This design comes from an exercise in tuning for small area, a short achievable clock period and few clock cycles on the open sky130 flow, not from production work.
Function was checked by simulation only, so behaviour that the tests miss may differ from the original.
Power is estimated from default activity; no workload was simulated.

== exp/sierra ==
// romdec
module romdec (
    input  wire        clk,
    input  wire        rst,
    input  wire        start,
    input  wire [2:0]  unit,
    input  wire [15:0] maxlen,
    input  wire [15:0] in_len,
    input  wire [15:0] bias,
    output wire        busy,
    output wire        done,
    output wire [3:0]  code,
    output wire [15:0] count,
    output wire [31:0] fault_info,
    output reg         in_re,
    output reg  [15:0] in_addr,
    input  wire [7:0]  in_rdata,
    output reg         out_we,
    output reg  [15:0] out_waddr,
    output reg  [7:0]  out_wdata,
    output reg         out_re,
    output reg  [15:0] out_raddr,
    input  wire [7:0]  out_rdata
);
    localparam C_NONE = 4'd0, C_OK = 4'd1, C_UNDERRUN = 4'd2, C_BADREF = 4'd3,
               C_BOUND = 4'd4, C_CEILING = 4'd5, C_BADHDR = 4'd8, C_BADCMD = 4'd9;
    localparam [5:0]
        K_INIT = 6'd0,
        K_TOK  = 6'd1,    
        K_B1   = 6'd2,    
        K_C1   = 6'd3,    
        K_C0   = 6'd4,    
        K_LIT  = 6'd5,    
        K_OFF  = 6'd6,    
        K_LO   = 6'd7,
        K_HI   = 6'd8,
        K_N    = 6'd9,
        X_CHK  = 6'd10,   
        X_RUN  = 6'd11,   
        S_INIT = 6'd12,
        S_B0   = 6'd13,
        S_B1   = 6'd14,
        S_B2   = 6'd15,
        S_TOK  = 6'd16,
        S_RH   = 6'd17,
        D_INIT = 6'd18,
        D_LO   = 6'd19,
        D_HI   = 6'd20,
        E_INIT = 6'd21,
        E_H0   = 6'd22,
        E_H1   = 6'd23,
        E_H2   = 6'd24,
        E_H3   = 6'd25,
        E_H4   = 6'd26,
        E_H5   = 6'd27,
        E_B2   = 6'd28,
        E_TOK  = 6'd29,
  ...
For scale: ~2400 cells after synthesis, ~230 flip-flops.
export LEC_CHECK = 0
export CAP_MARGIN = 20
export CORE_MARGIN = 2
export CORE_UTILIZATION = 40
export PLACE_DENSITY = 0.6
export SETUP_SLACK_MARGIN = 4.7
export SLEW_MARGIN = 20
create_clock -name core_clock -period 8.0 [get_ports {clk}]
run.sh (not shown) runs the stock make flow with config.mk's settings and CLKGATE_MAP_FILE= SYNTH_SCRIPT=/design/flow/synth_recipe.tcl, a recipe that flattens the netlist after the stock synthesis.
Testbench counts of exp/sierra, summed over its fixed seeds: cycles 511,665.
### exp/sierra -> exp/amber
- putting CTS_BUF_LIST at sky130_fd_sc_hd__clkbuf_8 where nothing was set
- swapping 4.7 for 4.4 in SETUP_SLACK_MARGIN
- swapping 0.6 for 0.7 in PLACE_DENSITY
==> comparison <==
First-pass GRT wire length (exp/amber over exp/sierra): decrease, about 4%. Share of the clock period used by the worst path: exp/amber higher than exp/sierra. The higher flip-flop and latch area came out of exp/sierra. Row logic gate share of total power: exp/amber lower / exp/sierra higher. exp/amber packs its core looser than exp/sierra. Post-route non-filler standard cell count went down by a few percent going from exp/sierra to exp/amber.
## Diff of input files: exp/juniper against exp/amber
- CORE_UTILIZATION now 45, was 40
- CTS_BUF_LIST no longer set, was sky130_fd_sc_hd__clkbuf_8
- PLACE_DENSITY now 0.65, was 0.7
Notes after the runs:
exp/amber completed every stage of the flow, and the final layout passed the timing, DRC and antenna checks.
exp/juniper closes out successfully: all stages finished, all timing, DRC and antenna checks passed.
Core region area | exp/juniper below exp/amber
exp/juniper — die boundary height 13 um lower, exp/amber as reference
exp/juniper against exp/amber: area of all placed cells without fillers went down about 0.7%, worst hold slack went up 5.4 ps, core utilization went up 5.3 points, net switching component of the power went down about 2.3%, number of cell rows went down 4.
Diff exp/juniper..exp/amber | share of the synthesized area in compound gates (AO/OA/AOI/OAI) | negligible
Final weighted congestion in routability-driven placement of exp/amber is on par with exp/juniper.
What exp/tundra does differently from exp/juniper at the input level:
- a change of PLACE_DENSITY from 0.65 to 0.5
- an added CTS_BUF_LIST of sky130_fd_sc_hd__clkbuf_8
- a change of CORE_UTILIZATION from 45 to 40
[summary]
- Across exp/tundra and exp/juniper, the outcome is the same: a clean finish for every run.
- Between exp/juniper and exp/tundra, the flow reports horizontal die dimension increasing by a few percent.
- Looking at total area of multi-input combinational cells, exp/tundra sits above exp/juniper.
- Post-layout minimum cycle time: exp/tundra vs exp/juniper down 24 ps

Setup of wip/onyx:
Starting RTL as in the previous note.
Settings: LEC_CHECK=0, CAP_MARGIN=20, CORE_MARGIN=2, CORE_UTILIZATION=40, CTS_BUF_LIST=sky130_fd_sc_hd__clkbuf_8, PLACE_DENSITY=0.6, SETUP_SLACK_MARGIN=4.4, SLEW_MARGIN=20; clock period 8.0 ns.
wip/onyx went all the way through synthesis, placement and routing and the layout is clean on timing, DRC and antenna.
Testbench counts of wip/onyx, summed over its fixed seeds: cycles 511,665.
### wip/onyx -> wip/fjord
Settings: CTS_BUF_LIST removed (was sky130_fd_sc_hd__clkbuf_8).
--- outcome ---
Looking at post-layout worst setup margin, wip/fjord sits 3.8 ps above wip/onyx. The global-route wire length before repair in wip/fjord sits about 0.46% below the value recorded for wip/onyx. On utilization, wip/fjord and wip/onyx are basically level. Summary — met3 usage, wip/fjord relative to wip/onyx: lower, by 1.2 points. Comparing wip/fjord and wip/onyx, ratio of total power to cell area is higher on wip/fjord. wip/fjord reports its beginning of the critical path as sel_lim while wip/onyx reports off[5]. Changes observed in wip/fjord relative to wip/onyx: register share of the cell area has remained practically unchanged, buffering stage count on the worst path with inverters included has increased, clock tree cell share of total cell area has increased. Diff wip/onyx -> wip/fjord: depth of the worst register-to-register path now sits lower; total of clock buffers placed in the layout now sits lower; post-route fraction of the period consumed by the critical path now sits at about the same level.
## Diff of input files: wip/tundra against wip/fjord
Settings: putting TNS_END_PERCENT at 0 where nothing was set.
## What came out
wip/tundra has completed all stages; timing, DRC and antenna checks passed.
wip/tundra vs wip/fjord: relative contribution of the clock network to total power up
Between wip/fjord and wip/tundra, routed length on met1 is lower for wip/tundra, wip/fjord comes in above that.
wip/tundra: non-filler instance count after layout about 0.64% below wip/fjord
From wip/fjord to wip/tundra the numbers moved as follows: cell area now sits lower; final-report max-slew violation count closely matched the old numbers.

## what the ideal ports hide
The results above use ideal ports. As a check the final layouts listed here were re-extracted and re-timed, cells and wires unchanged.
Step 1, drivers: a clkbuf_16 drives clk and a buf_2 each remaining input, both assumed.
Step 2 adds t to the input delays and takes it off the output delays; t is the mean of the earliest and latest rising clock arrival at the registers after step 1. Input paths then give back, and output paths get back, about the clock's delay inside the block.
a / b / c = ideal / step 1 / step 2; a / b = the first two.
| run | t, ns | slack for setup (ns) | worst slew at a driven data input, ns | cell pins on the clock port's net |
|---|---|---|---|---|
| exp/sierra | 0.680 | 4.488 / 4.488 / 4.150 | 0.07 | 1 |
| exp/amber | 0.698 | 4.375 / 4.320 / 3.847 | 0.06 | 1 |
| exp/juniper | 0.647 | 4.386 / 4.324 / 3.841 | 0.05 | 1 |
| exp/tundra | 0.699 | 4.411 / 4.354 / 3.837 | 0.06 | 1 |
| wip/onyx | 0.718 | 4.429 / 4.370 / 3.812 | 0.07 | 1 |
| wip/fjord | 0.645 | 4.433 / 4.371 / 3.860 | 0.07 | 1 |
| wip/tundra | 0.633 | 4.265 / 4.209 / 3.724 | 0.07 | 1 |
After both steps every run listed still meets setup and hold. For wip/onyx, which loses most, drivers alone change the setup slack by -0.059 ns; drivers and shift together by -0.617 ns.
